This design comes from an exercise in tuning for small area and a short achievable clock period on the open sky130 flow, not from production work.
Function was checked by simulation only, so behaviour that the tests miss may differ from the original.
Power figures rest on the tool's default switching activity, not on a simulated workload.

// fpe_rm
module fpe_rm (
  input  wire         clk,
  input  wire         rst,
  input  wire         link_rst,
  input  wire         rx_valid,
  input  wire [7:0]   rx_data,
  output wire         rx_ready,
  output wire         tx_valid,
  output wire [7:0]   tx_data,
  input  wire         tx_ready,
  input  wire [1:0]   c_req,
  input  wire [1:0]   c_op,
  input  wire [15:0]  c_addr,
  input  wire [9:0]   c_len,
  input  wire [255:0] c_wdata,
  input  wire [1:0]   c_lock,
  output reg  [1:0]   c_gnt,
  output wire [255:0] c_rdata,
  output reg  [1:0]   c_err,
  output wire         diag_valid,
  output wire [2:0]   diag_code
);
Settings: LEC_CHECK=0, CAP_MARGIN=40, CORE_MARGIN=2, CORE_UTILIZATION=60, CTS_BUF_LIST=sky130_fd_sc_hd__clkbuf_8, CTS_CLUSTER_SIZE=30, PLACE_DENSITY=0.7, SETUP_SLACK_MARGIN=5, SLEW_MARGIN=20, SYNTH_HIERARCHICAL=1, SYNTH_MINIMUM_KEEP_SIZE=0; clock period 10.0 ns.
standard.sh (not shown) runs the stock make flow with config.mk's settings and CLKGATE_MAP_FILE= SYNTH_SCRIPT=/design/flow/synth_recipe.tcl, a recipe that flattens the netlist after the stock synthesis.
==> flow/flow/run.sh <==
#!/bin/bash
# Layout flow: the standard flow (standard.sh), with two changes:
#  * synthesis maps the logic with an ABC script without ORFS's SOP balancing, buffering and sizing
#    (flow/abc_nf.abc: delay-aware mapping with area recovery) in place of ORFS's; the rest of
#    synthesis is the standard flow's own synth_recipe.tcl, unchanged, so the registers
#    are the standard synthesis's;
#  * the port buffers that buffer_ports inserts are sky130_fd_sc_hd__buf_1.
# Each tool's output is in ORFS's logs (orfs/logs/...); make's own output
# goes to flow_make.log.
set -euo pipefail
W=$PWD
{
  cat <<'EOT'
# ABC with the script in OWN_ABC_SCRIPT instead of the one synth.tcl names
proc abc {args} {
  set i [lsearch -exact $args -script]
  if {$i >= 0} {
    set args [lreplace $args [expr {$i + 1}] [expr {$i + 1}] $::env(OWN_ABC_SCRIPT)]
  }
  yosys abc {*}$args
}
EOT
  cat "$W/synth_recipe.tcl"
} > "$W/own_synth.tcl"
export OWN_ABC_SCRIPT="$W/flow/abc_nf.abc"
bash "$W/standard.sh" SYNTH_SCRIPT="$W/own_synth.tcl" \
  "BUFFER_PORTS_ARGS=-buffer_cell sky130_fd_sc_hd__buf_1" finish > "$W/flow_make.log" 2>&1
==> flow/flow/abc_nf.abc <==
strash
&get -n
&st
&dch
&nf
&put
topo
stime -c
The starting point went through all stages and came out clean.
Rerun with:
--- a/flow/flow/run.sh
+++ b/flow/flow/run.sh
@@ -5,5 +5,5 @@
 #    synthesis is the standard flow's own synth_recipe.tcl, unchanged, so the registers
 #    are the standard synthesis's;
-#  * the port buffers that buffer_ports inserts are sky130_fd_sc_hd__buf_1.
+#  * the port buffers that buffer_ports inserts are sky130_fd_sc_hd__buf_2.
 # Each tool's output is in ORFS's logs (orfs/logs/...); make's own output
 # goes to flow_make.log.
@@ -25,3 +25,3 @@
 export OWN_ABC_SCRIPT="$W/flow/abc_nf.abc"
 bash "$W/standard.sh" SYNTH_SCRIPT="$W/own_synth.tcl" \
-  "BUFFER_PORTS_ARGS=-buffer_cell sky130_fd_sc_hd__buf_1" finish > "$W/flow_make.log" 2>&1
+  "BUFFER_PORTS_ARGS=-buffer_cell sky130_fd_sc_hd__buf_2" finish > "$W/flow_make.log" 2>&1
Settings changed: CORE_UTILIZATION 60 to 55, CTS_CLUSTER_SIZE 30 to 40, PLACE_DENSITY 0.7 to 0.65.
The changed run finished clean.
Cell area rose by about 1.8%.
Cell count rose by 0.83%.
Sequential share of layout area fell by 0.79 points.
Clock-buffer cell count rose by 5.
Synthesized cell count stays the same.
Worst setup slack is about the same.
Clock skew rose by 27 ps.
Hold slack barely changes.
Utilization fell by 5.6 points.
Area after synthesis stays the same.
Rerun with:
--- a/flow/flow/run.sh
+++ b/flow/flow/run.sh
@@ -5,5 +5,5 @@
 #    synthesis is the standard flow's own synth_recipe.tcl, unchanged, so the registers
 #    are the standard synthesis's;
-#  * the port buffers that buffer_ports inserts are sky130_fd_sc_hd__buf_2.
+#  * the port buffers that buffer_ports inserts are sky130_fd_sc_hd__buf_1.
 # Each tool's output is in ORFS's logs (orfs/logs/...); make's own output
 # goes to flow_make.log.
@@ -25,3 +25,3 @@
 export OWN_ABC_SCRIPT="$W/flow/abc_nf.abc"
 bash "$W/standard.sh" SYNTH_SCRIPT="$W/own_synth.tcl" \
-  "BUFFER_PORTS_ARGS=-buffer_cell sky130_fd_sc_hd__buf_2" finish > "$W/flow_make.log" 2>&1
+  "BUFFER_PORTS_ARGS=-buffer_cell sky130_fd_sc_hd__buf_1" finish > "$W/flow_make.log" 2>&1
Settings changed: CORE_UTILIZATION 55 to 65, CTS_BUF_LIST sky130_fd_sc_hd__clkbuf_8 to not set, CTS_CLUSTER_SIZE 40 to not set, PLACE_DENSITY 0.65 to 0.75.
What happened:
- worst hold slack got worse by 6.4 ps
- final area rises by 1.9%
- setup slack got worse by 250 ps
- total power rises by 4.8%
- utilization rises by 14 points
- final cell count falls by 3.1%
- wire length rises by 5.3%
- die area falls by 15%
- sequential power rises by about 0.9%
- synthesized cell count stays the same

what the ideal ports hide:
The flow's constraints put no driver on any port. The routed layouts listed below were extracted and timed again, unchanged, in two steps. Step 1 assumes that a clkbuf_16 drives the clock port and a buf_2 every other input. Step 2, shift: input delay + t, output delay - t, t = (earliest + latest rising clock arrival at the registers) / 2. This alone moves slack from input paths to output paths. a / b / c = ideal / step 1 / step 2; a / b = the first two.
run	shift t [ns]	slack for setup (ns)	worst setup path after step 2	slew at the worst register clock pin (ns)
the first run	0.856	4.874 / 4.907 / 4.051	input to register	0.07 / 0.07
the second run	0.885	4.871 / 4.916 / 4.031	input to register	0.07 / 0.07
the third run	0.718	4.623 / 4.645 / 3.927	input to register	0.07 / 0.07
After both steps setup and hold are still met in every run listed. The setup slack of the second run, which loses most, moves by +0.045 ns with the drivers and by -0.840 ns with both steps.
